Context: an optimization exercise on an open-source flow, tuned for small area. The choices shown serve that exercise and are no tape-out recipe.
Where RTL was checked, it was by simulation tests only, not by an equivalence proof against the original.
The RTL of runs 1 to 3, 6 and 7 was laid out without a check of its function.
No activity file was given, so power comes from the tool's default toggle rates.

**flow/run.sh**
```bash
#!/bin/bash
export BUFFER_PORTS_ARGS="-buffer_cell sky130_fd_sc_hd__buf_1"
export CTS_ARGS="-sink_clustering_enable -repair_clock_nets -dont_use_dummy_load"
bash standard.sh > standard.log 2>&1
```
**standard.sh**
```bash
#!/bin/bash
# synth_recipe.tcl (not shown) runs the flow's synth.tcl, then flattens the netlist and writes it again
# the make line also repeats each setting of config.mk as NAME=value (left out here)
make -C /OpenROAD-flow-scripts/flow DESIGN_CONFIG=/design/flow/config.mk WORK_HOME=/design/flow/orfs CLKGATE_MAP_FILE= SYNTH_SCRIPT=/design/flow/synth_recipe.tcl "${@:-finish}"
```
**config.mk**
```make
export PLATFORM = sky130hd
export DESIGN_NAME = rcadc
export DESIGN_NICKNAME = rcadc
export VERILOG_FILES = /design/flow/design.v
export SDC_FILE = /design/flow/constraint.sdc
export NUM_CORES = 4
export LEC_CHECK = 0
export CAP_MARGIN = 20
export CORE_MARGIN = 2
export CORE_UTILIZATION = 40
export PLACE_DENSITY = 0.6
export SLEW_MARGIN = 20
```
**constraint.sdc**
```tcl
create_clock -name core_clock -period 10.0 [get_ports {clk}]
set_input_delay 2.0000 -clock core_clock [delete_from_list [all_inputs] [get_ports {clk}]]
set_output_delay 2.0000 -clock core_clock [all_outputs]
set_load 0.01 [all_outputs]
```
**design.v**
```verilog
module rcadc_lut (
    input  wire [8:0] h,
    output wire [1:0] step
);
wire new_n12, new_n13, new_n14, new_n15, new_n16, new_n17, new_n18,
    new_n19, new_n20, new_n21, new_n22, new_n23, new_n24, new_n25, new_n26,
    new_n27, new_n28, new_n29, new_n30, new_n31, new_n32, new_n33, new_n34,
    new_n35, new_n36, new_n37, new_n38, new_n39, new_n40, new_n41, new_n42,
    new_n43, new_n44, new_n45, new_n46, new_n47, new_n48, new_n49, new_n50,
    new_n51, new_n52, new_n53, new_n54, new_n55, new_n56, new_n57, new_n58,
    new_n59, new_n60, new_n61, new_n62, new_n63, new_n64, new_n65, new_n66,
    new_n67, new_n68, new_n69, new_n70, new_n71, new_n72, new_n73, new_n74,
    new_n75, new_n76, new_n77, new_n78, new_n79, new_n80, new_n81, new_n82,
    new_n83, new_n84, new_n85, new_n86, new_n87, new_n88, new_n89, new_n90,
    new_n91, new_n92, new_n93, new_n94, new_n95, new_n96, new_n97, new_n98,
    new_n99, new_n100, new_n101, new_n102, new_n103, new_n104, new_n105,
    new_n106, new_n107, new_n108, new_n109, new_n110, new_n111, new_n112,
    new_n113, new_n114, new_n115, new_n116, new_n117, new_n118, new_n119,
    new_n120, new_n121, new_n122, new_n123, new_n124, new_n125, new_n126,
    new_n127, new_n128, new_n129, new_n130, new_n131, new_n132, new_n133,
    new_n134, new_n135, new_n136, new_n137, new_n139, new_n140, new_n141,
    new_n142, new_n143, new_n144, new_n145, new_n146, new_n147;
  assign new_n12 = ~h[2] & ~h[5];
  assign new_n13 = h[2] & h[5];
  assign new_n14 = ~new_n12 & ~new_n13;
  assign new_n15 = h[4] & new_n14;
  assign new_n16 = h[3] & ~new_n15;
  assign new_n17 = h[1] & ~h[5];
  assign new_n18 = ~h[0] & new_n16;
  assign new_n19 = h[0] & ~new_n16;
  assign new_n20 = ~new_n18 & ~new_n19;
  assign new_n21 = ~h[3] & ~h[4];
  assign new_n22 = ~new_n14 & new_n21;
  assign new_n23 = ~h[3] & h[4];
  assign new_n24 = h[0] & h[2];
  assign new_n25 = ~h[5] & new_n24;
  assign new_n26 = new_n23 & new_n25;
  assign new_n27 = ~new_n22 & ~new_n26;
  assign new_n28 = ~new_n20 & new_n27;
  assign new_n29 = ~h[0] & ~h[4];
  assign new_n30 = new_n12 & ~new_n29;
  assign new_n31 = ~new_n28 & new_n30;
  assign new_n32 = ~new_n17 & ~new_n31;
  assign new_n33 = new_n16 & ~new_n32;
  assign new_n34 = ~h[1] & h[4];
  assign new_n35 = ~h[0] & h[5];
  assign new_n36 = ~new_n34 & ~new_n35;
  assign new_n37 = ~new_n17 & new_n36;
  assign new_n38 = h[1] & ~h[2];
  assign new_n39 = h[0] & ~h[5];
  assign new_n40 = ~new_n38 & ~new_n39;
  assign new_n41 = new_n37 & ~new_n40;
  assign new_n42 = ~h[3] & new_n12;
  assign new_n43 = new_n40 & new_n42;
  assign new_n44 = h[1] & ~new_n23;
  assign new_n45 = new_n13 & ~new_n44;
  assign new_n46 = ~new_n43 & ~new_n45;
  assign new_n47 = ~new_n41 & new_n46;
  assign new_n48 = ~new_n33 & new_n47;
  assign new_n49 = ~h[6] & ~new_n48;
  assign new_n50 = ~h[7] & ~h[8];
  assign new_n51 = ~new_n18 & ~new_n21;
  assign new_n52 = new_n12 & ~new_n51;
  assign new_n53 = ~new_n25 & ~new_n35;
  assign new_n54 = h[2] & h[3];
  assign new_n55 = ~h[0] & h[2];
  assign new_n56 = h[0] & ~h[2];
  assign new_n57 = ~new_n55 & ~new_n56;
  assign new_n58 = h[4] & h[5];
  assign new_n59 = ~new_n57 & new_n58;
  assign new_n60 = new_n54 & ~new_n59;
  assign new_n61 = ~new_n53 & new_n60;
  assign new_n62 = ~new_n54 & new_n59;
  assign new_n63 = h[1] & ~new_n62;
  assign new_n64 = ~new_n61 & new_n63;
  assign new_n65 = ~new_n52 & new_n64;
  assign new_n66 = ~h[2] & h[3];
  assign new_n67 = new_n37 & new_n66;
  assign new_n68 = ~h[5] & new_n23;
  assign new_n69 = ~new_n55 & new_n68;
  assign new_n70 = new_n21 & new_n55;
  assign new_n71 = ~h[1] & ~new_n70;
  assign new_n72 = ~new_n69 & new_n71;
  assign new_n73 = ~new_n67 & new_n72;
  assign new_n74 = h[6] & ~new_n73;
  assign new_n75 = ~new_n65 & new_n74;
  assign new_n76 = new_n50 & ~new_n75;
  assign new_n77 = ~new_n49 & new_n76;
  assign new_n78 = h[1] & ~h[3];
  assign new_n79 = h[0] & new_n78;
  assign new_n80 = new_n12 & new_n29;
  assign new_n81 = ~h[6] & ~new_n80;
  assign new_n82 = ~new_n79 & new_n81;
  assign new_n83 = h[0] & ~h[4];
  assign new_n84 = h[2] & new_n83;
  assign new_n85 = h[1] & new_n84;
  assign new_n86 = h[4] & ~h[5];
  assign new_n87 = ~h[4] & h[5];
  assign new_n88 = ~new_n86 & ~new_n87;
  assign new_n89 = ~h[1] & h[2];
  assign new_n90 = ~h[0] & new_n89;
  assign new_n91 = ~new_n88 & new_n90;
  assign new_n92 = ~new_n85 & ~new_n91;
  assign new_n93 = new_n82 & new_n92;
  assign new_n94 = ~new_n28 & new_n93;
  assign new_n95 = ~h[1] & new_n22;
  assign new_n96 = new_n38 & new_n86;
  assign new_n97 = h[0] & ~new_n96;
  assign new_n98 = ~new_n95 & new_n97;
  assign new_n99 = new_n86 & new_n89;
  assign new_n100 = ~new_n98 & ~new_n99;
  assign new_n101 = h[6] & ~new_n100;
  assign new_n102 = h[8] & ~new_n101;
  assign new_n103 = ~new_n94 & new_n102;
  assign new_n104 = ~new_n22 & new_n103;
  assign new_n105 = ~new_n20 & new_n89;
  assign new_n106 = ~new_n26 & ~new_n105;
  assign new_n107 = h[4] & ~new_n106;
  assign new_n108 = h[0] & ~new_n54;
  assign new_n109 = new_n87 & ~new_n89;
  assign new_n110 = ~new_n108 & new_n109;
  assign new_n111 = ~new_n37 & new_n84;
  assign new_n112 = ~new_n110 & ~new_n111;
  assign new_n113 = ~h[3] & new_n88;
  assign new_n114 = ~h[0] & new_n38;
  assign new_n115 = ~new_n113 & new_n114;
  assign new_n116 = ~new_n66 & ~new_n83;
  assign new_n117 = new_n37 & new_n116;
  assign new_n118 = ~new_n115 & ~new_n117;
  assign new_n119 = new_n112 & new_n118;
  assign new_n120 = ~new_n107 & new_n119;
  assign new_n121 = h[6] & ~new_n120;
  assign new_n122 = new_n29 & new_n38;
  assign new_n123 = new_n29 & ~new_n89;
  assign new_n124 = ~new_n78 & ~new_n123;
  assign new_n125 = new_n38 & ~new_n86;
  assign new_n126 = h[0] & new_n34;
  assign new_n127 = ~new_n125 & ~new_n126;
  assign new_n128 = new_n124 & new_n127;
  assign new_n129 = ~h[6] & ~new_n26;
  assign new_n130 = ~new_n59 & new_n129;
  assign new_n131 = ~new_n128 & new_n130;
  assign new_n132 = ~new_n122 & new_n131;
  assign new_n133 = h[7] & ~h[8];
  assign new_n134 = ~new_n132 & new_n133;
  assign new_n135 = ~new_n103 & ~new_n134;
  assign new_n136 = ~new_n121 & ~new_n135;
  assign new_n137 = ~new_n104 & ~new_n136;
  assign step[0] = new_n77 | ~new_n137;
  assign new_n139 = new_n31 & new_n75;
  assign new_n140 = new_n53 & ~new_n115;
  assign new_n141 = new_n49 & ~new_n140;
  assign new_n142 = ~new_n139 & ~new_n141;
  assign new_n143 = new_n50 & ~new_n142;
  assign new_n144 = ~h[0] & new_n30;
  assign new_n145 = ~new_n84 & ~new_n144;
  assign new_n146 = new_n133 & ~new_n145;
  assign new_n147 = new_n131 & new_n146;
  assign step[1] = new_n143 | new_n147;
endmodule
module rcadc (
    input  wire        clk,
    input  wire        rst,         
    input  wire        sense,       
    input  wire        start,
    input  wire [7:0]  dac_in,
    input  wire        bus_en,
    input  wire        bus_we,
    input  wire [3:0]  bus_addr,
    input  wire [7:0]  bus_wdata,
    input  wire        rx_rdy,
    input  wire [7:0]  rx_data,
    input  wire        tx_ack,
    output wire        charge,
    output wire        done,
    output wire        avail,
    output wire [7:0]  val,
    output reg  [15:0] rdata,
    output wire [7:0]  tx_data,
    output wire        tx_we,
    output wire [2:0]  ser_rd
);
  reg        phase;       
  reg [12:0] cnt;         
  reg        sync0, sync1;
  reg        zr;          
  reg        avail_r;
  reg [9:0]  raw_cnt;
  reg [7:0]  run_val;     
  reg        sample_rdy;
  reg        copy_ok;     
  reg [7:0]  dac_val_copy;
  reg [7:0]  adc_val_copy;
  reg [9:0]  adc_cnt_copy;
  wire cmp = sync1;
  wire done_tick = !phase && cnt[12] && cnt[11] && cnt[8] && cnt[2];
  wire timeout   =  phase && cnt[9] && cnt[7] && cnt[6] && cnt[5] && cnt[2];
  wire hit       =  phase && !cmp && zr && !avail_r;
  wire capture   = hit || (timeout && !avail_r);
  wire [1:0] step;
  rcadc_lut u_lut (.h(cnt[9:1]), .step(step));
  assign charge = phase;
  assign done   = done_tick;
  assign avail  = avail_r;
  assign val    = run_val;
  always @(posedge clk) begin
    sync0 <= sense;
    sync1 <= sync0;
    zr    <= phase && !cmp;
    if (capture)
      raw_cnt <= cnt[9:0];
    if (done_tick && start)
      run_val <= 8'd0;
    else if (!avail_r && !hit && cnt[0])
      run_val <= run_val + {6'd0, step};
    if (rst) begin
      phase   <= 1'b0;
      cnt     <= 13'd0;
      avail_r <= 1'b0;
    end else begin
      if (done_tick || timeout)
        cnt <= 13'd0;
      else
        cnt <= cnt + 13'd1;
      if (done_tick && start) begin
        phase   <= 1'b1;
        avail_r <= 1'b0;
      end
      if (timeout)
        phase <= 1'b0;
      if (capture)
        avail_r <= 1'b1;
    end
  end
  wire strobe = done_tick && avail_r;
  wire rd     = bus_en && !bus_we;
  wire rd_rdy = rd && (bus_addr == 4'd4);
  always @(posedge clk) begin
    if (strobe) begin
      dac_val_copy <= dac_in;
      adc_val_copy <= run_val;
      adc_cnt_copy <= raw_cnt;
    end
    if (rst) begin
      sample_rdy <= 1'b0;
      copy_ok    <= 1'b0;
    end else if (strobe) begin
      sample_rdy <= 1'b1;
      copy_ok    <= 1'b1;
    end else if (rd_rdy) begin
      sample_rdy <= 1'b0;
    end
  end
  wire [8:0]  ch = adc_cnt_copy[9:1];
  wire [16:0] conv_prod = {ch, 7'd0} + {ch, 5'd0} + {ch, 4'd0} + {8'd0, ch};
  wire [8:0]  adc_idx_copy = conv_prod[15:7];
  always @(*) begin
    case (bus_addr)
      4'd0: rdata = {15'd0, rx_rdy};
      4'd1: rdata = {8'd0, rx_data};
      4'd2: rdata = {15'd0, tx_ack};
      4'd4: rdata = {15'd0, sample_rdy};
      4'd5: rdata = {8'd0, dac_val_copy & {8{copy_ok}}};
      4'd6: rdata = {8'd0, adc_val_copy & {8{copy_ok}}};
      4'd7: rdata = {7'd0, adc_idx_copy & {9{copy_ok}}};
      default: rdata = {6'd0, adc_cnt_copy & {10{copy_ok}}};
    endcase
  end
  assign tx_we     = bus_en && bus_we && (bus_addr == 4'd3);
  assign tx_data   = bus_wdata;
  assign ser_rd[0] = rd && (bus_addr == 4'd0);
  assign ser_rd[1] = rd && (bus_addr == 4'd1);
  assign ser_rd[2] = rd && (bus_addr == 4'd2);
endmodule
```
==> results by group, run 1 <==
Logic synthesis
  – Post-synth EDFFs: 36
  – Post-Syn Area: 4070 sq um
  – Register area share after synthesis: 40.4%
  – Cell taking the most area after synthesis: edfxtp_1
  – Top cells by area, synth: edfxtp_1, dfxtp_1, ha_1
  – Syn Inst Count: 410
  – Most used DFF post-synth: edfxtp_1
  – Ys async rst share: 0%
  – Synth top area share: 26.6%
  – Mean post-synth cell area: 9.92 sq um
  – Post-synth cell types: 70
  – Synth Register Bits: 64
  – Synth Warn #: 1

Routing
  – Via count: 3160
  – Vias/cell: 5.44
  – Avg WL per Cell: 15.2 microns
  – Final WL: 8850 microns
  – Number of remaining DRC errors: 0
  – Initial DRC count: 198
  – Remaining antenna violation count after routing: 0
  – First-pass DRT Iterations: 4

Layout
  – Fin cells: 581
  – Layout Utilization: 44.9%
  – Layout cells sized above 1: 5.13%
  – Most common cell after layout, fill and taps aside: buf_1
  – Register area: 1640 sq um
  – Layout Nets: 525
  – Diode count: 0
  – Multi-input gate area: 2170 sq um
  – Fillers: 987
  – Commonest non-fill, non-tap cells in the layout: buf_1, nor2_1, edfxtp_1
  – Area grow syn2layout: 8.27%

Clocking
  – H-tree depth: 3
  – CTS root buffer: clkbuf_8
  – Worst-Skew Late Latency: 0.33 ns
  – Post CTS Setup Buffer Count: 0
  – Cts bufs inserted: 9
  – CTS tree: done
  – Hold Buf Count CTS: 0
  – # clock sinks: 64
  – Clk pin slew, worst setup/hold paths: 0.07 ns
  – Cts repair resizes: 0
  – Clock tree buffer depth: 2

Timing
  – Final Hold Violating Endpoints: 0
  – Worst rel slew slack: 37.1%
  – Fin crit share: 57.4%
  – Measured slew at the worst slew-check pin: 0.942 ns
  – Final worst path period need: 5.74 ns
  – Max Fclk: 174 MHz
  – Setup TNS: 0 ns
  – Clock skew: 0.0265 ns
  – Hold WS: 0.330 ns
  – Max-slew violations: 0
  – Unrepaired setup endpoints after global routing: no
  – Endpoints failing setup: 0

Critical path
  – Top Family by Delay on Critical Path: adder cells
  – Worst stage delay on the critical path: 0.54 ns
  – Crit path launch type: flop
  – Req. time, crit path: 8.00 ns
  – CP Capture Type: primary output
  – Max FO, Critical Path: 4
  – Critical path cell sequence: inv_1 > fa_1 > inv_1 > fa_1 > fa_1 > a21o_1 > a21oi_1 > o21ai_1 > a31oi_1 > nor4b_1 > a211o_1 > buf_1
  – WS Path Type: flop to primary output
  – Most frequent CP cell: fa_1
  – Buf+Inv Stages, Crit Path: 3
  – Slowest cell on the critical path: fa_1
  – WP data arrival: 3.74 ns

Floorplan
  – Site Rows: 36
  – Initial Util: 41.4%
  – Core area: 9820 sq um
  – Chip height: 105 microns
  – Die area: 11000 sq um
  – DIE WIDTH: 105 microns
  – I/O pin total: 75

Place
  – RD Place Congestion: 0.924
  – I/O Buffers: 52
  – Post-placement cell count: 572
  – DP HPWL: 6820 microns

Run status
  – Status: complete, no violations

Power and ir drop
  – Leak: 1.64 nW
  – PwrDens: 129 nW/um^2
  – Peak supply drop: 0.0815 mV
  – Power Total: 0.000567 W

Worst hold path
  – Hold Crit Class: flop to flop

GRT
  – Total GRT Usage: 16.5%
  – Antenna violations before repair: 0
  – Largest net degree at the start of global routing: 28
  – First-pass GRT wire length: 14900 microns
  – Gr ovfl total: 0
  – Vias in the first global route: 3005

Run
  – Max Cap Viol: 0
==> per-stage QoR <==
step           area, sq um  setup WS [ns]
2_1_floorplan         4090           4.72
3_3_place_gp          4280           4.39
3_5_place_dp          4280           4.30
4_1_cts               4400           4.24
5_1_grt               4400           4.03
6_report              4400           4.26
==> worst reg2reg max path: cells and delay by family (launching register included) <==
family	cells	cell delay [ns]
AO/OA/AOI/OAI	6	0.96
adder cells (fa/ha/maj)	4	1.33
flip-flops	1	0.67
buffers and inverters	1	0.32
AND/OR/NAND/NOR	4	0.62
XOR/XNOR	1	0.15
==> synthesized netlist by cell type, types with 3 or more instances <==
master,count
xor2_1,12
nor2b_1,10
a21o_1,3
nor2_1,43
o21bai_1,3
nand2_1,28
xnor2_1,8
ha_1,27
nand3_1,8
nor3_1,6
buf_4,15
or3_1,5
a21oi_1,18
fa_1,12
a31oi_1,3
nand2b_1,5
nor3b_1,3
mux2i_1,11
buf_2,8
clkbuf_1,6
o21ai_0,9
a221oi_1,5
o21ai_1,11
edfxtp_1,36
nand4_1,7
dfxtp_1,28
inv_1,22
a222oi_1,3
==> final cells by class <==
type / instances / share of cell area [%]
timing repair buffer: 53 / 4.60
sequential: 64 / 37.3
inverter: 26 / 2.24
multi-input combinational: 296 / 49.3
tap: 133 / 3.78
clock buffer: 9 / 2.81
==> kinds of logic (layout without fill, tap and decap cells) <==
family          after synthesis  in the layout  synth area share [%]
buf+inv                      55             88                  6.74
flops                        64             64                  40.4
simple gates                134            134                  16.6
fa+ha+maj                    39             39                  14.2
compound gates               85             85                  14.7
other cells                   1              6                0.0922
xor+xnor                     20             20                  4.31
mux                          12             12                  2.98
==> final timing paths <==
kind              slack, ns  cells after the start    endpoint             from
setup / recovery       4.26                     12    rdata[7]  adc_cnt_copy[1]
hold / removal         0.33                      0       sync1            sync0
setup reg to reg       5.85                     16  run_val[6]           cnt[3]
hold reg to reg        0.33                      0       sync1            sync0
==> routing by layer <==
metal  GRT usage (%)  wire [microns]  vias to the layer above  share of wire (%)
met5               0               0                        -                  0
met1            22.3            4040                     1503                 46
met4            6.95             206                        0                2.3
met2            26.2            4140                      110                 47
met3            2.74             465                       19                5.3
li1                -               -                     1528                  -
==> where the power goes <==
part           leakage [nW]  switching [W]  internal (W)
Sequential            0.555      0.0000311      0.000300
Clock                0.0647      0.0000808     0.0000799
Combinational          1.02      0.0000434     0.0000324
Total                  1.64       0.000155      0.000412
==> registers in the layout (all words and copies together) (netlist names) <==
| register | cells |
|---|---|
| cnt | 13 |
| adc_cnt_copy | 10 |
| raw_cnt | 10 |
| adc_val_copy | 8 |
| dac_val_copy | 8 |
| run_val | 8 |
| avail_r | 1 |
| copy_ok | 1 |
| phase | 1 |
| sample_rdy | 1 |
| sync0 | 1 |
| sync1 | 1 |
| zr | 1 |
==> run 2: changes to the inputs <==
--- a/design.v
+++ b/design.v
@@ -182,3 +182,2 @@
 );
-  reg        phase;       
   reg [12:0] cnt;         
@@ -195,3 +194,4 @@
   wire cmp = sync1;
-  wire done_tick = !phase && cnt[12] && cnt[11] && cnt[8] && cnt[2];
+  wire phase     = cnt[12] && cnt[11] && cnt[10];
+  wire done_tick = cnt[12] && cnt[11] && !cnt[10] && cnt[8] && cnt[2];
   wire timeout   =  phase && cnt[9] && cnt[7] && cnt[6] && cnt[5] && cnt[2];
@@ -216,3 +216,2 @@
     if (rst) begin
-      phase   <= 1'b0;
       cnt     <= 13'd0;
@@ -220,3 +219,5 @@
     end else begin
-      if (done_tick || timeout)
+      if (done_tick && start)
+        cnt <= 13'd7168;
+      else if (done_tick || timeout)
         cnt <= 13'd0;
@@ -224,8 +225,4 @@
         cnt <= cnt + 13'd1;
-      if (done_tick && start) begin
-        phase   <= 1'b1;
+      if (done_tick && start)
         avail_r <= 1'b0;
-      end
-      if (timeout)
-        phase <= 1'b0;
       if (capture)
==> flow/run.sh (replaced) <==
#!/bin/bash
export BUFFER_PORTS_ARGS="-buffer_cell sky130_fd_sc_hd__buf_1"
export CTS_ARGS="-sink_clustering_enable -repair_clock_nets -dont_use_dummy_load -buf_list {sky130_fd_sc_hd__clkbuf_2 sky130_fd_sc_hd__clkbuf_4} -sink_clustering_size 20 -sink_clustering_max_diameter 100"
bash standard.sh > standard.log 2>&1
==> run 2 against run 1 <==
Net effect: fmax shrank 1.9%; critical path type unchanged; die area increased by 0.77%; via count is 0.13% higher; hold slack better by 0.0061 ns; setup slack worse by 0.11 ns; sequential share of layout area is 0.24 points lower; synthesized area increased by 0.80%; critical endpoint unchanged; power down 7.6%.
==> results by group, run 2 <==
Layout
  – Fillers: 958
  – Layout cells sized above 1: 5.57%
  – Diode count: 0
  – Most common cell after layout, fill and taps aside: buf_1
  – Layout Nets: 526
  – Fin cells: 582
  – Multi-input gate area: 2200 sq um
  – Top Registers: cnt x13, adc_cnt_copy x10, raw_cnt x10
  – Top reg by flops: cnt
  – Register area: 1620 sq um
  – Commonest non-fill, non-tap cells in the layout: buf_1, nor2_1, edfxtp_1
  – Largest register FFs: 13
  – Area grow syn2layout: 6.81%

Timing
  – Max-slew violations: 0
  – Final worst path period need: 5.85 ns
  – Fin crit share: 58.5%
  – Unrepaired setup endpoints after global routing: no
  – Worst rel slew slack: 36.0%
  – Clock skew: 0.0496 ns
  – Final Hold Violating Endpoints: 0
  – Measured slew at the worst slew-check pin: 0.959 ns
  – Max Fclk: 171 MHz
  – Endpoints failing setup: 0
  – Setup TNS: 0 ns

Critical path
  – Most frequent CP cell: fa_1
  – WP data arrival: 3.85 ns
  – Buf+Inv Stages, Crit Path: 3
  – Top Family by Delay on Critical Path: adder cells
  – Crit path launch type: flop
  – Slowest cell on the critical path: fa_1
  – Max FO, Critical Path: 4
  – CP Capture Type: primary output
  – Req. time, crit path: 8.00 ns
  – Worst stage delay on the critical path: 0.54 ns
  – WS Path Type: flop to primary output
  – Critical path cell sequence: inv_1 > fa_1 > inv_1 > fa_1 > fa_1 > a21o_1 > a21oi_1 > o21ai_0 > a31oi_1 > nor4b_1 > a211o_1 > buf_1

Logic synthesis
  – Post-synth EDFFs: 36
  – Syn Inst Count: 410
  – Cell taking the most area after synthesis: edfxtp_1
  – Register area share after synthesis: 39.5%
  – Post-synth cell types: 60
  – Most used DFF post-synth: edfxtp_1
  – Ys async rst share: 0%
  – Top cells by area, synth: edfxtp_1, dfxtp_1, ha_1
  – Synth Warn #: 1
  – Synth Register Bits: 63
  – Synth top cells by count: nor2_1, edfxtp_1, dfxtp_1, ha_1, inv_1
  – Post-Syn Area: 4100 sq um
  – Synth top area share: 26.4%
  – Mean post-synth cell area: 10.0 sq um
  – Top-count cell post-synth: nor2_1

Routing
  – Vias/cell: 5.44
  – Avg WL per Cell: 15.4 microns
  – Remaining antenna violation count after routing: 0
  – Via count: 3164
  – Final WL: 8970 microns
  – WL met1: 4060 microns
  – Met3 WL: 441 microns
  – Initial DRC count: 200
  – Routed wl met2: 4280 microns
  – First-pass DRT Iterations: 6
  – Number of remaining DRC errors: 0
  – Top Layer Used: met4

Place
  – DP HPWL: 6930 microns
  – I/O Buffers: 52
  – Post-placement cell count: 573
  – RD Place Congestion: 0.913

Clocking
  – Hold Buf Count CTS: 0
  – CTS root buffer: clkbuf_4
  – CTS tree: done
  – Post CTS Setup Buffer Count: 0
  – # clock sinks: 63
  – Clock tree buffer depth: 2
  – Clk pin slew, worst setup/hold paths: 0.09 ns
  – Worst-Skew Late Latency: 0.40 ns
  – Cts bufs inserted: 9
  – H-tree depth: 3
  – Cts repair resizes: 0

Power and ir drop
  – Power Total: 0.000524 W
  – Leak: 1.65 nW
  – Peak supply drop: 0.104 mV
  – PwrDens: 120 nW/um^2

Floorplan
  – I/O pin total: 75
  – Chip height: 105 microns
  – Site Rows: 36
  – DIE WIDTH: 105 microns
  – Initial Util: 41.6%
  – Core area: 9860 sq um
  – Die area: 11100 sq um

Worst hold path
  – Hold Crit Class: flop to flop

GRT
  – Largest net degree at the start of global routing: 28
  – First-pass GRT wire length: 14700 microns
  – Gr ovfl total: 0
  – Antenna violations before repair: 0
  – Total GRT Usage: 16.4%
  – Vias in the first global route: 2959

Run
  – Max Cap Viol: 0

Run status
  – Status: complete, no violations
-- run 2: changes by cell type after synthesis, sizes merged, moves of 4 or more --
cell | previous run | this run
nand2 | 28 | 22
nand3 | 8 | 14
o22ai | 0 | 6
and3 | 1 | 6
inv | 24 | 29
nor2b | 10 | 5
o311ai | 4 | 0
or2 | 5 | 1
-- run 2: cell families (layout without fill, tap and decap cells) --
family          count (synthesis)  after routing  synth area share, %
simple gates                  130            130                 16.5
compound gates                 83             83                 14.5
flops                          63             63                 39.5
buf+inv                        58             92                 7.14
fa+ha+maj                      39             39                 14.1
xor+xnor                       23             23                 4.91
mux                            13             13                 3.20
other cells                     1              6               0.0915
-- run 2: per-stage QoR --
stage          hold slack (ns)  setup slack, ns  util, %  cell area (sq um)
3_5_place_dp             0.317             4.36     43.7               4310
6_report                 0.336             4.15     44.4               4380
2_1_floorplan            0.310             4.68        -               4120
3_3_place_gp             0.314             4.46     43.7               4310
4_1_cts                  0.341             4.08     44.4               4380
5_1_grt                  0.346             3.91     44.4               4380
-- run 2: layout make-up --
class	count	area share (%)
multi-input cells	294	50.3
inverters	29	2.49
repair buffers	54	4.80
well taps	133	3.80
flip-flops and latches	63	37.0
clock buffers	9	1.54
-- run 2: final timing paths --
path	start	endpoint	slack [ns]	depth (start not counted)
setup / recovery	adc_cnt_copy[1]	rdata[7]	4.15	12
hold / removal	sync0	sync1	0.34	0
setup reg to reg	cnt[3]	run_val[7]	5.87	15
hold reg to reg	sync0	sync1	0.34	0
-- run 2: layer usage --
metal / vias to the layer above / global-route usage (%)
li1: 1540 / -
met1: 1505 / 22.0
met2: 104 / 26.0
met3: 15 / 4.02
met4: 0 / 5.43
met5: - / 0
-- run 2: report_power, final --
| group | internal, W | switching, W | leakage [nW] |
|---|---|---|---|
| Combinational | 0.0000358 | 0.0000475 | 1.07 |
| Sequential | 0.000295 | 0.0000319 | 0.547 |
| Clock | 0.0000417 | 0.0000718 | 0.0414 |
==> run 3: changes to the inputs <==
==> flow/run.sh (replaced) <==
#!/bin/bash
export BUFFER_PORTS_ARGS="-buffer_cell sky130_fd_sc_hd__buf_1"
export CTS_ARGS="-sink_clustering_enable -repair_clock_nets -dont_use_dummy_load -buf_list {sky130_fd_sc_hd__clkbuf_4} -sink_clustering_size 30 -sink_clustering_max_diameter 150"
bash standard.sh > standard.log 2>&1
==> run 3 against run 2 <==
Net effect: die area unchanged; sequential cell count unchanged; combinational power about the same; register-to-register slack about the same; synthesized area unchanged; power unchanged; clock power about the same; cell count unchanged; clock skew unchanged; hold slack unchanged; critical endpoint unchanged; first-iteration DRC count unchanged.
==> results by group, run 3 <==
Logic synthesis
  – Top-count cell post-synth: nor2_1
  – Mean post-synth cell area: 10.0 sq um
  – Mux cell area share after synthesis: 3.20%
  – Largest family of logic cells by synthesized area: simple AND/OR/NAND/NOR gates
  – XOR/XNOR Fraction of Synth Area: 4.91%
  – Complex-gate fraction of the synthesized area: 14.5%
  – Synth top area share: 26.4%
  – Register area share after synthesis: 39.5%
  – Post-Syn Area: 4100 sq um
  – Post-synth EDFFs: 36
  – Ys async rst share: 0%
  – Synth Warn #: 1
  – Syn Inst Count: 410
  – Synth Register Bits: 63
  – Cell taking the most area after synthesis: edfxtp_1
  – Post-synth cell types: 60
  – Most used DFF post-synth: edfxtp_1
  – Top cells by area, synth: edfxtp_1, dfxtp_1, ha_1
  – Simple-Gate Fraction of Synth Area: 16.5%
  – Synth Area in Adders: 14.1%
  – Synth top cells by count: nor2_1, edfxtp_1, dfxtp_1, ha_1, inv_1

Floorplan
  – Site Rows: 36
  – Initial Util: 41.6%
  – I/O pin total: 75
  – Core area: 9860 sq um
  – DIE WIDTH: 105 microns
  – Chip height: 105 microns
  – Die area: 11100 sq um

Critical path
  – Crit path launch type: flop
  – WS Path Type: flop to primary output
  – Req. time, crit path: 8.00 ns
  – CP Capture Type: primary output
  – WP data arrival: 3.85 ns
  – Max FO, Critical Path: 4

Layout
  – Layout cells sized above 1: 5.57%
  – Area grow syn2layout: 6.81%
  – Most common cell after layout, fill and taps aside: buf_1
  – Layout Nets: 526
  – Layout Utilization: 44.4%
  – Largest register FFs: 13
  – Diode count: 0
  – Top Registers: cnt x13, adc_cnt_copy x10, raw_cnt x10
  – Commonest non-fill, non-tap cells in the layout: buf_1, nor2_1, edfxtp_1
  – Top reg by flops: cnt

Place
  – RD Place Congestion: 0.913
  – DP HPWL: 6930 microns
  – I/O Buffers: 52

Clocking
  – Worst-Skew Late Latency: 0.40 ns
  – Hold Buf Count CTS: 0
  – CTS tree: done
  – Cts repair resizes: 0
  – Cts bufs inserted: 9
  – H-tree depth: 3
  – CTS root buffer: clkbuf_4
  – Post CTS Setup Buffer Count: 0
  – # clock sinks: 63
  – Clk pin slew, worst setup/hold paths: 0.09 ns
  – Clock tree buffer depth: 2

Routing
  – Vias/cell: 5.44
  – Via count: 3164
  – Initial DRC count: 200
  – Final WL: 8970 microns
  – Remaining antenna violation count after routing: 0
  – Avg WL per Cell: 15.4 microns
  – First-pass DRT Iterations: 6
  – Number of remaining DRC errors: 0

GRT
  – Total GRT Usage: 16.4%
  – Vias in the first global route: 2959
  – Antenna violations before repair: 0
  – First-pass GRT wire length: 14700 microns
  – Gr ovfl total: 0
  – Largest net degree at the start of global routing: 28

Power and ir drop
  – PwrDens: 120 nW/um^2
  – Peak supply drop: 0.104 mV
  – Leak: 1.65 nW

Run status
  – Status: complete, no violations

Timing
  – Final worst path period need: 5.85 ns
  – Max-slew violations: 0
  – Endpoints failing setup: 0
  – Worst rel slew slack: 36.0%
  – Final Hold Violating Endpoints: 0
  – Unrepaired setup endpoints after global routing: no
  – Max Fclk: 171 MHz
  – Measured slew at the worst slew-check pin: 0.959 ns
  – Fin crit share: 58.5%
  – Clock skew: 0.0496 ns
  – Setup TNS: 0 ns

Run
  – Max Cap Viol: 0

Worst hold path
  – Hold Crit Class: flop to flop
==> run 3: kinds of logic (layout without fill, tap and decap cells) <==
kind of cell / after synthesis / after routing
compound gates: 83 / 83
xor+xnor: 23 / 23
fa+ha+maj: 39 / 39
buf+inv: 58 / 92
flops: 63 / 63
mux: 13 / 13
other cells: 1 / 6
simple gates: 130 / 130
==> run 3: final cells by class <==
cell class / instances / area [sq um]
Multi-Input combinational cell: 294 / 2200
Timing Repair Buffer: 54 / 210
Inverter: 29 / 109
Clock buffer: 9 / 67.6
Tap cell: 133 / 166
Fill cell: 958 / 5490
Sequential cell: 63 / 1620
==> run 3: power by group <==
part           leakage [nW]  internal [W]  total (W)  switching, W
logic                  1.07     0.0000358  0.0000833     0.0000475
clock network        0.0414     0.0000417   0.000114     0.0000718
registers             0.547      0.000295   0.000327     0.0000319
==> run 3: metal layers <==
| metal | track usage, % | share of wire [%] | vias to the layer above | wire, microns |
|---|---|---|---|---|
| li1 | - | - | 1540 | - |
| met1 | 22.0 | 45 | 1505 | 4060 |
| met2 | 26.0 | 48 | 104 | 4280 |
| met3 | 4.02 | 4.9 | 15 | 441 |
| met4 | 5.43 | 2.0 | 0 | 183 |
| met5 | 0 | 0 | - | 0 |
==> run 3: critical path: stages, from the launching register on <==
cell,delay (ns)
edfxtp_1,0.47
inv_1,0.11
fa_1,0.54
inv_1,0.05
fa_1,0.50
fa_1,0.46
a21o_1,0.20
a21oi_1,0.25
o21ai_0,0.15
a31oi_1,0.28
nor4b_1,0.10
a211o_1,0.23
buf_1,0.12
==> run 3: worst paths after layout <==
path / from / to / slack, ns / depth (start not counted)
setup / recovery: adc_cnt_copy[1] / rdata[7] / 4.15 / 12
hold reg to reg: sync0 / sync1 / 0.34 / 0
setup reg to reg: cnt[3] / run_val[7] / 5.87 / 15
hold / removal: sync0 / sync1 / 0.34 / 0
==> run 3: stage by stage <==
step / instances / area, sq um / power [W] / hold WS (ns) / worst slack, ns
4_1_cts: 582 / 4380 / 0.000530 / 0.341 / 4.08
5_1_grt: 582 / 4380 / 0.000557 / 0.346 / 3.91
6_report: 582 / 4380 / 0.000524 / 0.336 / 4.15
2_1_floorplan: 415 / 4120 / 0.000385 / 0.310 / 4.68
3_3_place_gp: 573 / 4310 / 0.000414 / 0.314 / 4.46
3_5_place_dp: 573 / 4310 / 0.000417 / 0.317 / 4.36
==> run 4: changes to the inputs <==
--- a/design.v
+++ b/design.v
@@ -160,2 +160,60 @@
 endmodule
+module rcadc_conv (
+    input  wire [8:0] h,
+    output wire [8:0] idx
+);
+  wire t1, t2, t3, t4, t5, t6, t7, t8, t9, t10, t11, t12, t13, t14, t15, t16, t17, t18, t19, t20, t21, t22, t23, t24, t25, t26, t27, t28, t29, t30, t31, t32, t33, t34, t35, t36, t37, t38, t39, t40, t41, t42, t43, t44, t45, t46, t47, t48, t49, t50, t51, t52, t53, t54;
+  assign t1 = h[7] ^ h[3];
+  assign t2 = h[7] & h[3];
+  assign t3 = h[8] ^ h[4] ^ h[3];
+  assign t4 = (h[8] & h[4]) | (h[8] & h[3]) | (h[4] & h[3]);
+  assign t5 = h[5] ^ h[4];
+  assign t6 = h[5] & h[4];
+  assign t7 = h[6] ^ h[5];
+  assign t8 = h[6] & h[5];
+  assign t9 = h[7] ^ h[6];
+  assign t10 = h[7] & h[6];
+  assign t11 = h[8] ^ h[7];
+  assign t12 = h[8] & h[7];
+  assign t13 = h[5] ^ h[1];
+  assign t14 = h[5] & h[1];
+  assign t15 = h[6] ^ h[2] ^ h[1];
+  assign t16 = (h[6] & h[2]) | (h[6] & h[1]) | (h[2] & h[1]);
+  assign t17 = t1 ^ h[2] ^ h[0];
+  assign t18 = (t1 & h[2]) | (t1 & h[0]) | (h[2] & h[0]);
+  assign t19 = t3 ^ h[1] ^ t2;
+  assign t20 = (t3 & h[1]) | (t3 & t2) | (h[1] & t2);
+  assign t21 = t5 ^ h[2] ^ t4;
+  assign t22 = (t5 & h[2]) | (t5 & t4) | (h[2] & t4);
+  assign t23 = t7 ^ h[3] ^ t6;
+  assign t24 = (t7 & h[3]) | (t7 & t6) | (h[3] & t6);
+  assign t25 = t9 ^ h[4] ^ t8;
+  assign t26 = (t9 & h[4]) | (t9 & t8) | (h[4] & t8);
+  assign t27 = t11 ^ h[5] ^ t10;
+  assign t28 = (t11 & h[5]) | (t11 & t10) | (h[5] & t10);
+  assign t29 = h[8] ^ h[6] ^ t12;
+  assign t30 = (h[8] & h[6]) | (h[8] & t12) | (h[6] & t12);
+  assign t32 = h[4] & h[0];
+  assign t34 = (t13 & h[0]) | (t13 & t32) | (h[0] & t32);
+  assign t36 = (t15 & t14) | (t15 & t34) | (t14 & t34);
+  assign t37 = t17 ^ t16 ^ t36;
+  assign t38 = (t17 & t16) | (t17 & t36) | (t16 & t36);
+  assign t39 = t19 ^ t18 ^ t38;
+  assign t40 = (t19 & t18) | (t19 & t38) | (t18 & t38);
+  assign t41 = t21 ^ t20 ^ t40;
+  assign t42 = (t21 & t20) | (t21 & t40) | (t20 & t40);
+  assign t43 = t23 ^ t22 ^ t42;
+  assign t44 = (t23 & t22) | (t23 & t42) | (t22 & t42);
+  assign t45 = t25 ^ t24 ^ t44;
+  assign t46 = (t25 & t24) | (t25 & t44) | (t24 & t44);
+  assign t47 = t27 ^ t26 ^ t46;
+  assign t48 = (t27 & t26) | (t27 & t46) | (t26 & t46);
+  assign t49 = t29 ^ t28 ^ t48;
+  assign t50 = (t29 & t28) | (t29 & t48) | (t28 & t48);
+  assign t51 = h[7] ^ t30 ^ t50;
+  assign t52 = (h[7] & t30) | (h[7] & t50) | (t30 & t50);
+  assign t53 = h[8] ^ t52;
+  assign t54 = h[8] & t52;
+  assign idx = {t53, t51, t49, t47, t45, t43, t41, t39, t37};
+endmodule
 module rcadc (
@@ -251,4 +309,4 @@
   wire [8:0]  ch = adc_cnt_copy[9:1];
-  wire [16:0] conv_prod = {ch, 7'd0} + {ch, 5'd0} + {ch, 4'd0} + {8'd0, ch};
-  wire [8:0]  adc_idx_copy = conv_prod[15:7];
+  wire [8:0]  adc_idx_copy;
+  rcadc_conv u_conv (.h(ch), .idx(adc_idx_copy));
   always @(*) begin
==> flow/run.sh (replaced) <==
#!/bin/bash
export BUFFER_PORTS_ARGS="-buffer_cell sky130_fd_sc_hd__buf_1"
export CTS_ARGS="-sink_clustering_enable -repair_clock_nets -dont_use_dummy_load -buf_list {sky130_fd_sc_hd__clkbuf_8 sky130_fd_sc_hd__clkbuf_16} -root_buf sky130_fd_sc_hd__clkbuf_16 -sink_clustering_size 64 -sink_clustering_max_diameter 500"
bash standard.sh > standard.log 2>&1
==> run 4 against run 3 <==
Net effect: register-to-register slack worse by 0.13 ns; sequential share of layout area about the same; sequential cell count is the same; clock skew fell by 0.031 ns; die area is 3.3% lower; global-route usage rose by 0.72 points; critical path depth rose by 4.
==> results by group, run 4 <==
Power and ir drop
  – Leak: 1.60 nW
  – PwrDens: 148 nW/um^2
  – Peak supply drop: 0.115 mV

Timing
  – Setup TNS: 0 ns
  – Fin worst setup slack: 2.57 ns
  – Hold WS: 0.331 ns
  – Final Hold Violating Endpoints: 0
  – Final worst path period need: 7.43 ns
  – Fin crit share: 74.3%
  – Max-slew violations: 0
  – Max Fclk: 135 MHz
  – Clock skew: 0.0187 ns
  – Unrepaired setup endpoints after global routing: no
  – Worst rel slew slack: 40.7%
  – Endpoints failing setup: 0
  – Measured slew at the worst slew-check pin: 0.884 ns

Routing
  – Vias/cell: 5.25
  – Top Layer Used: met4
  – First-pass DRT Iterations: 4
  – Avg WL per Cell: 15.6 microns
  – Remaining antenna violation count after routing: 0
  – Final WL: 8790 microns
  – Number of remaining DRC errors: 0
  – Via count: 2955
  – Met3 WL: 492 microns
  – Routed wl met2: 4060 microns
  – Initial DRC count: 160
  – WL met1: 4180 microns

Logic synthesis
  – Simple-Gate Fraction of Synth Area: 14.4%
  – Register area share after synthesis: 40.9%
  – Top cells by area, synth: edfxtp_1, dfxtp_1, fa_1
  – Complex-gate fraction of the synthesized area: 13.8%
  – Ys async rst share: 0%
  – Post-Syn Area: 3960 sq um
  – Largest family of logic cells by synthesized area: adder cells
  – XOR/XNOR Fraction of Synth Area: 3.54%
  – Mux cell area share after synthesis: 3.00%
  – Post-synth cell types: 66
  – Synth Area in Adders: 14.6%
  – Synth Warn #: 1
  – Synth top cells by count: inv_1, edfxtp_1, nor2_1
  – Post-synth EDFFs: 36
  – Synth Register Bits: 63
  – Synth top area share: 27.3%
  – Most used DFF post-synth: edfxtp_1
  – Cell taking the most area after synthesis: edfxtp_1
  – Syn Inst Count: 393
  – Top-count cell post-synth: inv_1
  – Mean post-synth cell area: 10.1 sq um

Floorplan
  – Chip height: 104 microns
  – I/O pin total: 75
  – Initial Util: 40.9%
  – Core area: 9680 sq um
  – Die area: 10700 sq um
  – Site Rows: 36
  – DIE WIDTH: 104 microns

Clocking
  – Clock tree buffer depth: 2
  – Worst-Skew Late Latency: 0.32 ns
  – Post CTS Setup Buffer Count: 0
  – CTS root buffer: clkbuf_16
  – CTS tree: done
  – Cts repair resizes: 0
  – Clk pin slew, worst setup/hold paths: 0.05 ns
  – Hold Buf Count CTS: 0
  – H-tree depth: 3
  – Cts bufs inserted: 9
  – # clock sinks: 63

Layout
  – Fillers: 931
  – Layout cells sized above 1: 6.51%
  – Commonest non-fill, non-tap cells in the layout: buf_1, inv_1, edfxtp_1
  – Area grow syn2layout: 10.7%
  – Top Registers: cnt x13, adc_cnt_copy x10, raw_cnt x10
  – Most common cell after layout, fill and taps aside: buf_1
  – Fin cells: 563
  – Largest register FFs: 13
  – Diode count: 0
  – Layout Nets: 504
  – Top reg by flops: cnt

Place
  – I/O Buffers: 52
  – DP HPWL: 6560 microns
  – Post-placement cell count: 554
  – DP Worst Slack: 2.93 ns
  – RD Place Congestion: 0.887

Run status
  – Status: complete, no violations

GRT
  – Gr ovfl total: 0
  – Antenna violations before repair: 0
  – Largest net degree at the start of global routing: 29
  – First-pass GRT wire length: 14700 microns
  – Vias in the first global route: 2831
  – Total GRT Usage: 17.1%

Critical path
  – R2r setup slk: 5.74 ns
  – CP Capture Type: primary output
  – R2R cell count: 14
  – Req. time, crit path: 8.00 ns
  – R2R Path Start: cnt[3]
  – WP data arrival: 5.43 ns
  – Worst R2R End: run_val[7]
  – Crit path launch type: flop
  – WS Path Type: flop to primary output
  – Max FO, Critical Path: 6

Run
  – Max Cap Viol: 0

Worst hold path
  – Worst hold stages: 0
  – Hold path startpoint: sync0
  – Hold Crit Endpoint: sync1
  – Hold Crit Class: flop to flop
[run 4: through the flow]
step	area, sq um	total power [W]	utilization [%]
after CTS	4380	0.000656	45.3
final	4380	0.000649	45.3
after global placement	4160	0.000406	42.9
after global routing	4380	0.000683	45.3
after floorplan	3980	0.000380	-
after detailed placement	4160	0.000409	42.9
[run 4: logic make-up after synthesis]
family	count (synthesis)
and+or+nand+nor	108
buffers and inverters	77
adders and majority gates	36
other	1
AOI/OAI and AO/OA	81
muxes	11
DFF	63
xor gates and xnor gates	16
[run 4: power breakdown]
part / internal (W) / total (W) / switching, W
registers: 0.000296 / 0.000322 / 0.0000258
logic: 0.0000337 / 0.0000823 / 0.0000486
clock network: 0.000156 / 0.000245 / 0.0000889
[run 4: layer usage]
| layer | vias to the layer above | global-route usage (%) |
|---|---|---|
| met5 | - | 0 |
| met4 | 0 | 4.15 |
| met3 | 6 | 4.03 |
| met2 | 78 | 26.2 |
| met1 | 1431 | 24.7 |
| li1 | 1440 | - |
[run 4: how the worst max path moves through the flow]
stage | startpoint | to | slack (ns) | cells past startpoint
floorplan | adc_cnt_copy[8] | rdata[7] | 3.26 | 15
global placement | adc_cnt_copy[8] | rdata[7] | 3.02 | 16
detailed placement | adc_cnt_copy[8] | rdata[7] | 2.93 | 16
CTS | adc_cnt_copy[8] | rdata[7] | 2.58 | 16
global route | adc_cnt_copy[8] | rdata[7] | 2.35 | 16
finish | adc_cnt_copy[8] | rdata[7] | 2.57 | 16
[run 4: critical path, cell delays in order, from the launching register on]
cell,delay [ns]
edfxtp_1,0.50
ha_1,0.35
fa_1,0.48
fa_1,0.45
inv_1,0.08
fa_1,0.16
inv_1,0.05
fa_1,0.37
fa_1,0.39
fa_1,0.40
fa_1,0.39
fa_1,0.39
fa_1,0.44
mux2_2,0.27
a22oi_1,0.15
o21ai_0,0.10
buf_1,0.15
[run 4: cell type report]
cell class,instances,area (sq um),area share (%)
Tap cell,133,166,3.80
Clock buffer,9,225,5.14
Multi-Input combinational cell,258,1980,45.2
Timing Repair Buffer,55,218,4.97
Sequential cell,63,1620,37.0
Inverter,45,169,3.85
==> run 5: changes to the inputs <==
==> flow/run.sh (replaced) <==
#!/bin/bash
export BUFFER_PORTS_ARGS="-buffer_cell sky130_fd_sc_hd__buf_1"
export CTS_ARGS="-sink_clustering_enable -repair_clock_nets -dont_use_dummy_load -buf_list {sky130_fd_sc_hd__clkbuf_4} -sink_clustering_size 30 -sink_clustering_max_diameter 150"
bash standard.sh > standard.log 2>&1
==> run 5 against run 4 <==
Net effect: clock skew rose by 0.020 ns; core utilization is 1.6 points lower; still clean; via count fell by 0.17%; setup slack lost 0.055 ns; largest power group unchanged; sequential power hardly changed; non-clock buffer count unchanged; fmax is 0.74% lower; count of clock-buffer cells in the layout unchanged; critical path depth is the same; combinational power barely moved.
==> results by group, run 5 <==
Timing
  – Clock skew: 0.0387 ns
  – Max Fclk: 134 MHz
  – Measured slew at the worst slew-check pin: 0.868 ns
  – Setup TNS: 0 ns
  – Max-slew violations: 0
  – Fin worst setup slack: 2.52 ns
  – Worst rel slew slack: 41.8%
  – Endpoints failing setup: 0
  – Unrepaired setup endpoints after global routing: no
  – Final worst path period need: 7.48 ns
  – Final Hold Violating Endpoints: 0
  – Fin crit share: 74.8%
  – Hold WS: 0.344 ns

Run status
  – Status: complete, no violations

Logic synthesis
  – Synth Warn #: 1
  – Synth top area share: 27.3%
  – Top-count cell post-synth: inv_1
  – Post-synth cell types: 66
  – Ys async rst share: 0%
  – Top cells by area, synth: edfxtp_1, dfxtp_1, fa_1
  – Post-synth EDFFs: 36
  – Cell taking the most area after synthesis: edfxtp_1
  – Synth top cells by count: inv_1, edfxtp_1, nor2_1
  – Register area share after synthesis: 40.9%
  – Post-Syn Area: 3960 sq um
  – Syn Inst Count: 393
  – Most used DFF post-synth: edfxtp_1
  – Mean post-synth cell area: 10.1 sq um
  – Synth Register Bits: 63

Layout
  – Diode count: 0
  – Layout Nets: 504
  – Most common cell after layout, fill and taps aside: buf_1
  – Fin cells: 563
  – Top Registers: cnt x13, adc_cnt_copy x10, raw_cnt x10
  – Commonest non-fill, non-tap cells in the layout: buf_1, inv_1, edfxtp_1
  – Area grow syn2layout: 6.70%
  – Layout cells sized above 1: 6.51%
  – Largest register FFs: 13
  – Top reg by flops: cnt
  – Layout Utilization: 43.6%

Critical path
  – WS Path Type: flop to primary output
  – Slowest cell on the critical path: edfxtp_1
  – Crit path launch type: flop
  – Buf+Inv Stages, Crit Path: 3
  – Worst stage delay on the critical path: 0.51 ns
  – WP data arrival: 5.48 ns
  – Max FO, Critical Path: 6
  – Req. time, crit path: 8.00 ns
  – Top Family by Delay on Critical Path: adder cells
  – Critical path cell sequence: ha_1 > fa_1 > fa_1 > inv_1 > fa_1 > inv_1 > fa_1 > fa_1 > fa_1 > fa_1 > fa_1 > fa_1 > mux2_2 > a22oi_1 > o21ai_0 > buf_1
  – CP Capture Type: primary output
  – Most frequent CP cell: fa_1

Place
  – DP Worst Slack: 2.93 ns
  – RD Place Congestion: 0.887
  – I/O Buffers: 52
  – Post-placement cell count: 554
  – DP HPWL: 6560 microns

Routing
  – Via count: 2950
  – Number of remaining DRC errors: 0
  – First-pass DRT Iterations: 6
  – Initial DRC count: 145
  – Final WL: 8750 microns
  – Avg WL per Cell: 15.5 microns
  – Remaining antenna violation count after routing: 0
  – Vias/cell: 5.24

Floorplan
  – Initial Util: 40.9%
  – I/O pin total: 75
  – Chip height: 104 microns
  – DIE WIDTH: 104 microns
  – Core area: 9680 sq um
  – Site Rows: 36
  – Die area: 10700 sq um

GRT
  – Largest net degree at the start of global routing: 29
  – Antenna violations before repair: 0
  – Total GRT Usage: 16.9%
  – Vias in the first global route: 2826
  – First-pass GRT wire length: 14600 microns
  – Gr ovfl total: 0

Clocking
  – Post CTS Setup Buffer Count: 0
  – Clock tree buffer depth: 2
  – CTS tree: done
  – Cts bufs inserted: 9
  – CTS root buffer: clkbuf_4
  – Hold Buf Count CTS: 0
  – Cts repair resizes: 0
  – H-tree depth: 3
  – Clk pin slew, worst setup/hold paths: 0.10 ns
  – # clock sinks: 63
  – Worst-Skew Late Latency: 0.39 ns

Run
  – Max Cap Viol: 0

Worst hold path
  – Hold Crit Class: flop to flop

Power and ir drop
  – Peak supply drop: 0.118 mV
  – Leak: 1.53 nW
  – PwrDens: 122 nW/um^2
-- run 5: cells by family after synthesis --
group                    share of synthesized area, %
AND/OR/NAND/NOR                                  14.4
AO/OA/AOI/OAI                                    13.8
buffers and inverters                            9.57
flip-flops                                       40.9
adder cells (fa/ha/maj)                          14.6
XOR/XNOR                                         3.54
multiplexers                                     3.00
other                                          0.0947
-- run 5: cell type report --
type,instances,area [sq um]
flip-flops and latches,63,1620
fillers,959,5460
well taps,133,166
clock buffers,9,67.6
inverters,45,169
repair buffers,55,218
multi-input cells,258,1980
-- run 5: per-stage QoR --
stage / power (W) / instance area [sq um]
3_5_place_dp: 0.000409 / 4160
6_report: 0.000516 / 4230
4_1_cts: 0.000524 / 4230
5_1_grt: 0.000551 / 4230
2_1_floorplan: 0.000380 / 3980
3_3_place_gp: 0.000406 / 4160
-- run 5: final timing paths --
check             slack, ns       startpoint          to  cells after the start
setup / recovery       2.52  adc_cnt_copy[8]    rdata[7]                     16
hold / removal         0.34            sync0       sync1                      0
setup reg to reg       5.74           cnt[3]  run_val[7]                     14
hold reg to reg        0.34            sync0       sync1                      0
-- run 5: per-layer routing --
metal,global-route usage [%],wire length [microns]
met5,0,0
met4,4.25,93
met3,3.78,455
met2,25.5,3950
met1,24.6,4250
-- run 5: report_power, final --
group	total (W)	leakage [nW]	internal, W	switching (W)
clock network	0.000114	0.0414	0.0000418	0.0000721
logic	0.0000822	0.959	0.0000337	0.0000485
registers	0.000320	0.528	0.000295	0.0000255
-- run 5: worst reg2reg max path, cell delays in order (launching register included) --
cell      delay [ns]
dfxtp_1         0.77
clkinv_1        0.40
ha_1            0.43
a21oi_1         0.23
ha_1            0.31
nor3_1          0.32
o41ai_1         0.15
nor3_1          0.24
nor3_1          0.07
o22ai_1         0.26
ha_1            0.25
a21o_1          0.12
nand3_1         0.16
or3_1           0.39
a21oi_1         0.14
==> run 6: changes to the inputs <==
--- a/design.v
+++ b/design.v
@@ -312,11 +312,11 @@
   always @(*) begin
-    case (bus_addr)
-      4'd0: rdata = {15'd0, rx_rdy};
-      4'd1: rdata = {8'd0, rx_data};
-      4'd2: rdata = {15'd0, tx_ack};
-      4'd4: rdata = {15'd0, sample_rdy};
-      4'd5: rdata = {8'd0, dac_val_copy & {8{copy_ok}}};
-      4'd6: rdata = {8'd0, adc_val_copy & {8{copy_ok}}};
-      4'd7: rdata = {7'd0, adc_idx_copy & {9{copy_ok}}};
-      default: rdata = {6'd0, adc_cnt_copy & {10{copy_ok}}};
+    casez (bus_addr)
+      4'b1???: rdata = {6'd0, adc_cnt_copy & {10{copy_ok}}};
+      4'b0000: rdata = {15'd0, rx_rdy};
+      4'b00?1: rdata = {8'd0, rx_data};
+      4'b0010: rdata = {15'd0, tx_ack};
+      4'b0100: rdata = {15'd0, sample_rdy};
+      4'b0101: rdata = {8'd0, dac_val_copy & {8{copy_ok}}};
+      4'b0110: rdata = {8'd0, adc_val_copy & {8{copy_ok}}};
+      default: rdata = {7'd0, adc_idx_copy & {9{copy_ok}}};
     endcase
==> flow/run.sh (replaced) <==
#!/bin/bash
export BUFFER_PORTS_ARGS="-buffer_cell sky130_fd_sc_hd__buf_1"
export CTS_ARGS="-sink_clustering_enable -repair_clock_nets -dont_use_dummy_load -buf_list {sky130_fd_sc_hd__clkbuf_8} -sink_clustering_size 64 -sink_clustering_max_diameter 500 -sink_buffer_max_cap_derate 1.0"
bash standard.sh > standard.log 2>&1
==> run 6 against run 5 <==
Net effect: wire length decreased by 5.5%; largest cell class unchanged; power increased by 8.4%; cell area decreased by 0.53%; clock skew decreased by 0.024 ns; critical endpoint unchanged; sequential cell count unchanged; count of clock-buffer cells in the layout unchanged; global-route usage decreased by 0.74 points; sequential power increased by 2%; register-to-register slack got worse by 0.22 ns; core utilization about the same.
==> results by group, run 6 <==
Place
  – I/O Buffers: 52
  – Cell area after placement: 4080 sq um
  – RD Place Congestion: 0.896
  – DP Worst Slack: 2.95 ns
  – Post-placement cell count: 541
  – DP HPWL: 6280 microns

Routing
  – Vias/cell: 5.29
  – Final WL: 8270 microns
  – Number of remaining DRC errors: 0
  – Initial DRC count: 202
  – Avg WL per Cell: 15.0 microns
  – Via count: 2912
  – Remaining antenna violation count after routing: 0
  – First-pass DRT Iterations: 5

Worst hold path
  – Hold path startpoint: sync0
  – Hold Crit Class: flop to flop
  – Worst hold stages: 0
  – Hold Crit Endpoint: sync1

Run
  – Max Cap Viol: 0

Critical path
  – Crit path launch type: flop
  – Req. time, crit path: 8.00 ns
  – CP Capture Type: primary output
  – WS Path Type: flop to primary output
  – Max FO, Critical Path: 6
  – R2R Path Start: cnt[3]
  – R2r setup slk: 5.52 ns
  – R2R cell count: 14
  – WP data arrival: 5.39 ns
  – Worst R2R End: run_val[7]

Clocking
  – Hold Buf Count CTS: 0
  – CTS root buffer: clkbuf_8
  – Clock tree buffer depth: 2
  – Clk pin slew, worst setup/hold paths: 0.06 ns
  – CTS tree: done
  – Cts bufs inserted: 9
  – Worst-Skew Late Latency: 0.33 ns
  – H-tree depth: 3
  – # clock sinks: 63
  – Cts repair resizes: 0
  – Post CTS Setup Buffer Count: 0

GRT
  – Antenna violations before repair: 0
  – Gr ovfl total: 0
  – First-pass GRT wire length: 13300 microns
  – Vias in the first global route: 2670
  – Total GRT Usage: 16.1%
  – Largest net degree at the start of global routing: 28

Floorplan
  – Site Rows: 36
  – Die area: 10600 sq um
  – I/O pin total: 75
  – DIE WIDTH: 103 microns
  – Core area: 9640 sq um
  – Initial Util: 40.7%
  – Chip height: 103 microns

Layout
  – Area grow syn2layout: 7.18%
  – Commonest non-fill, non-tap cells in the layout: buf_1, inv_1, edfxtp_1
  – Most common cell after layout, fill and taps aside: buf_1
  – Fin cells: 550
  – Top reg by flops: cnt
  – Layout cells sized above 1: 4.56%
  – Top Registers: cnt x13, adc_cnt_copy x10, raw_cnt x10
  – Layout Nets: 491
  – Largest register FFs: 13
  – Final instance area: 4200 sq um
  – Diode count: 0

Timing
  – Fin crit share: 73.9%
  – Fin worst setup slack: 2.61 ns
  – Clock skew: 0.0147 ns
  – Final Hold Violating Endpoints: 0
  – Setup TNS: 0 ns
  – Worst rel slew slack: 34.6%
  – Max-slew violations: 0
  – Measured slew at the worst slew-check pin: 0.980 ns
  – Max Fclk: 135 MHz
  – Endpoints failing setup: 0
  – Unrepaired setup endpoints after global routing: no
  – Final worst path period need: 7.39 ns

Logic synthesis
  – Post-synth cell types: 59
  – Top-count cell post-synth: inv_1
  – Synth Warn #: 1
  – Synth Register Bits: 63
  – Mux cell area share after synthesis: 3.06%
  – Largest family of logic cells by synthesized area: adder cells
  – Simple-Gate Fraction of Synth Area: 14.6%
  – Cell taking the most area after synthesis: edfxtp_1
  – Top cells by area, synth: edfxtp_1, dfxtp_1, fa_1
  – Register area share after synthesis: 41.4%
  – Synth top area share: 27.6%
  – Most used DFF post-synth: edfxtp_1
  – XOR/XNOR Fraction of Synth Area: 3.80%
  – Synth top cells by count: inv_1, edfxtp_1, dfxtp_1, nor2_1, ha_1
  – Mean post-synth cell area: 10.3 sq um
  – Post-Syn Area: 3920 sq um
  – Post-synth EDFFs: 36
  – Complex-gate fraction of the synthesized area: 12.1%
  – Ys async rst share: 0%
  – Syn Inst Count: 380
  – Synth Area in Adders: 14.7%

Power and ir drop
  – PwrDens: 133 nW/um^2
  – Power Total: 0.000560 W
  – Peak supply drop: 0.130 mV
  – Leak: 1.57 nW

Run status
  – Status: complete, no violations
-- run 6: changes by cell type in the layout (fill, tap and decap cells not counted), sizes merged, moves of 3 or more --
cell,change
a222oi,+8
mux2,-7
mux2i,+8
a21oi,+4
o22ai,-3
xor2,+3
a22oi,-16
nor4,+4
and3,+3
nor3,-3
nor2,-6
-- run 6: final cells by class --
cell class	count	area [sq um]
Clock buffer	9	124
Fill cell	950	5440
Inverter	43	161
Multi-Input combinational cell	248	1920
Sequential cell	63	1620
Tap cell	133	166
Timing Repair Buffer	54	210
-- run 6: report_power, final --
part           switching, W  internal, W
sequential        0.0000294     0.000295
combinational     0.0000445    0.0000336
clock             0.0000772    0.0000798
total              0.000151     0.000409
-- run 6: worst max-delay path by stage --
| stage | startpoint | endpoint | slack, ns | depth (start not counted) |
|---|---|---|---|---|
| floorplan | adc_cnt_copy[8] | rdata[7] | 3.31 | 14 |
| global placement | adc_cnt_copy[8] | rdata[7] | 3.01 | 15 |
| detailed placement | adc_cnt_copy[8] | rdata[7] | 2.95 | 15 |
| CTS | adc_cnt_copy[8] | rdata[7] | 2.59 | 15 |
| global route | adc_cnt_copy[8] | rdata[7] | 2.25 | 15 |
| finish | adc_cnt_copy[8] | rdata[7] | 2.61 | 15 |
-- run 6: cells by family (layout without fill, tap and decap cells) --
kind of cell | Yosys count | in the layout
simple gates | 107 | 107
compound gates | 70 | 70
mux | 12 | 12
fa+ha+maj | 36 | 36
other cells | 1 | 6
buf+inv | 74 | 106
xor+xnor | 17 | 17
flops | 63 | 63
-- run 6: critical path, stage by stage, from the launching register on --
cell and delay [ns]:
edfxtp_1 0.50, ha_1 0.36, fa_1 0.47, fa_1 0.43, inv_1 0.08, fa_1 0.18
inv_1 0.05, fa_1 0.37, fa_1 0.39, fa_1 0.39, fa_1 0.39, fa_1 0.40
fa_1 0.43, a222oi_1 0.34, o21ai_0 0.14, buf_1 0.16
-- run 6: through the flow --
step / hold slack (ns) / utilization, %
final: 0.326 / 43.6
after global routing: 0.343 / 43.6
after CTS: 0.332 / 43.6
after detailed placement: 0.323 / 42.3
after global placement: 0.319 / 42.3
after floorplan: 0.310 / -
-- run 6: metal layers --
| layer | wire length, microns | part of all wire [%] | vias to the layer above | GRT usage [%] |
|---|---|---|---|---|
| met4 | 159 | 1.9 | 0 | 4.96 |
| li1 | - | - | 1408 | - |
| met3 | 498 | 6.0 | 14 | 4.34 |
| met5 | 0 | 0 | - | 0 |
| met1 | 3820 | 46 | 1368 | 22.7 |
| met2 | 3790 | 46 | 122 | 24.4 |
==> run 7: changes to the inputs <==
==> flow/run.sh (replaced) <==
#!/bin/bash
# Layout: the standard flow (standard.sh) with three changes:
#  - synthesis maps the logic with an area-oriented ABC script (flow/abc_area.script)
#    and leaves adders to ABC instead of the half/full-adder cell map; everything
#    else in synthesis (registers, flattening, renaming) is the standard script;
#  - ports are buffered with the smallest buffer;
#  - the clock tree uses clkbuf_8 only and no dummy loads.
# Each step's full output is in synth.log / standard.log and ORFS's logs/ folder.
set -u
export BUFFER_PORTS_ARGS="-buffer_cell sky130_fd_sc_hd__buf_1"
export CTS_ARGS="-sink_clustering_enable -repair_clock_nets -dont_use_dummy_load -buf_list {sky130_fd_sc_hd__clkbuf_8} -sink_clustering_size 64 -sink_clustering_max_diameter 500 -sink_buffer_max_cap_derate 1.0"
rm -rf scripts_area
cp -r "$FLOW_HOME/scripts" scripts_area
cp flow/abc_area.script scripts_area/abc_area.script
bash standard.sh SCRIPTS_DIR="$PWD/scripts_area" ABC_AREA=1 ADDER_MAP_FILE= synth > synth.log 2>&1
bash standard.sh > standard.log 2>&1
==> flow/abc_area.script (new file) <==
strash
&get -n
&dch -f
&nf -R 1000
&put
topo
==> run 7 against run 6 <==
Net effect: still clean on timing, DRC and antenna; count of clock-buffer cells in the layout unchanged; clock power is essentially flat; non-clock buffer count shrank 2; register-to-register slack improved by 0.23 ns; setup slack gained 0.70 ns; synthesized area is 9.6% lower; hold slack better by 0.0079 ns; synthesized cell count increased by 4.7%; first-iteration DRC count fell by 5.9%; global-route usage rose by 1.0 points; largest cell class unchanged.
==> results by group, run 7 <==
Layout
  – Largest register FFs: 13
  – Area grow syn2layout: 10.4%
  – Layout Nets: 488
  – Top reg by flops: cnt
  – Most common cell after layout, fill and taps aside: nor2_1
  – Top Registers: cnt x13, adc_cnt_copy x10, raw_cnt x10

Timing
  – Final worst path period need: 6.69 ns
  – Max-slew violations: 0
  – Endpoints failing setup: 0
  – Final Hold Violating Endpoints: 0
  – Measured slew at the worst slew-check pin: 0.968 ns

Routing
  – First-pass DRT Iterations: 4
  – Remaining antenna violation count after routing: 0
  – Avg WL per Cell: 14.5 microns
  – Vias/cell: 5.49
  – Final WL: 8060 microns

Logic synthesis
  – Synth top cells by count: nor2_1, nand2_1, edfxtp_1
  – Register area share after synthesis: 45.7%
  – Cell taking the most area after synthesis: edfxtp_1
  – Ys async rst share: 0%
  – Syn Inst Count: 398
  – Most used DFF post-synth: edfxtp_1
  – Post-synth cell types: 44

Power and ir drop
  – P_int: 0.000400 W
  – Comb pwr share: 12.1%

Clocking
  – Hold Buf Count CTS: 0
  – Worst-Skew Late Latency: 0.33 ns
  – Clk pin slew, worst setup/hold paths: 0.06 ns
  – CTS tree: done
  – Post CTS Setup Buffer Count: 0

Run status
  – Status: complete, no violations

Critical path
  – Critical path cell sequence: maj3_1 > a21oi_1 > xnor2_1 > xnor2_1 > maj3_1 > clkinv_1 > maj3_1 > and2_0 > nor2_1 > nor2_1 > maj3_1 > nor2_1 > nor2_1 > a21oi_1 > maj3_1 > clkinv_1 > o211a_1 > o31ai_1 > buf_1
  – Max FO, Critical Path: 9
  – Most frequent CP cell: maj3_1
  – CP Capture Type: primary output
  – Slowest cell on the critical path: edfxtp_1
  – R2R cell count: 16
  – Req. time, crit path: 8.00 ns
  – WP data arrival: 4.69 ns

GRT
  – Largest net degree at the start of global routing: 28
  – First-pass GRT wire length: 13300 microns
  – Antenna violations before repair: 0

Floorplan
  – Core area: 8640 sq um
  – Initial Util: 41.0%
  – Site Rows: 34
  – I/O pin total: 75

Place
  – RD Place Congestion: 0.943
  – I/O Buffers: 52

Worst hold path
  – Hold path startpoint: sync0
[run 7: cell count changes after synthesis, sizes merged, moves of 11 or more]
cell | previous run | this run
mux2i | 12 | 1
nor2 | 28 | 61
nor3 | 7 | 22
fa | 17 | 0
nand2 | 17 | 39
xnor2 | 7 | 20
o21ai | 18 | 30
inv | 43 | 0
ha | 19 | 0
[run 7: worst max-delay path by stage]
stage                    start  endpoint  slack [ns]  cells after the start
2_1_floorplan  adc_cnt_copy[4]  rdata[8]        3.95                     18
3_3_place_gp   adc_cnt_copy[9]  rdata[8]        3.79                     19
3_5_place_dp   adc_cnt_copy[4]  rdata[8]        3.67                     19
4_1_cts        adc_cnt_copy[4]  rdata[8]        3.30                     19
5_1_grt        adc_cnt_copy[4]  rdata[8]        2.89                     19
6_report       adc_cnt_copy[9]  rdata[8]        3.31                     19
[run 7: worst max-delay path: cells and delay by family, from the launching register on]
| kind | cells | cell delay, ns |
|---|---|---|
| AND/OR/NAND/NOR | 5 | 0.52 |
| XOR/XNOR | 2 | 0.36 |
| AO/OA/AOI/OAI | 4 | 0.91 |
| flip-flops | 1 | 0.53 |
| adder cells (fa/ha/maj) | 5 | 1.71 |
| buffers and inverters | 3 | 0.34 |
[run 7: through the flow]
stage	area [sq um]	util (%)	setup slack, ns	power [W]
finish	3910	45.3	3.31	0.000539
global route	3910	45.3	2.89	0.000566
CTS	3910	45.3	3.30	0.000544
detailed placement	3790	43.9	3.67	0.000386
global placement	3790	43.9	3.79	0.000384
floorplan	3560	-	3.95	0.000361
[run 7: layout make-up]
cell class	instances	area (sq um)
Clock buffer	9	124
Inverter	10	37.5
Tap cell	108	135
Timing Repair Buffer	52	195
Multi-Input combinational cell	316	1800
Fill cell	888	4720
Sequential cell	63	1620
[run 7: power by group through the flow]
| stage | clock network, W | logic, W | registers, W |
|---|---|---|---|
| after CTS | 0.000163 | 0.0000658 | 0.000315 |
| after global routing | 0.000174 | 0.0000733 | 0.000318 |
| final | 0.000158 | 0.0000652 | 0.000315 |
| after global placement | 0 | 0.0000643 | 0.000320 |
| after detailed placement | 0 | 0.0000656 | 0.000320 |
| after floorplan | 0 | 0.0000395 | 0.000322 |
[run 7: routing by layer]
metal  track usage, %  vias to the layer above  routed length [microns]
li1                 -                     1546                        -
met1             24.0                     1376                     3730
met2             25.3                      128                     3580
met3             3.44                       14                      572
met4             8.54                        0                      187
met5                0                        -                        0
[run 7: kinds of logic (layout without fill, tap and decap cells)]
group	count (synthesis)	in the layout	synth area share (%)
buf+inv	24	71	4.02
simple gates	171	171	22.5
fa+ha+maj	7	7	1.98
compound gates	99	99	17.5
xor+xnor	32	32	7.91
flops	63	63	45.7
mux	1	1	0.282
other cells	1	6	0.106

Setup slack of run 7, layout unchanged: 3.306 ns with ideal ports, 3.274 ns with driving cells assumed (clock clkbuf_16, inputs buf_2), 3.630 ns with port delays also shifted by the 0.355 ns mid clock arrival.
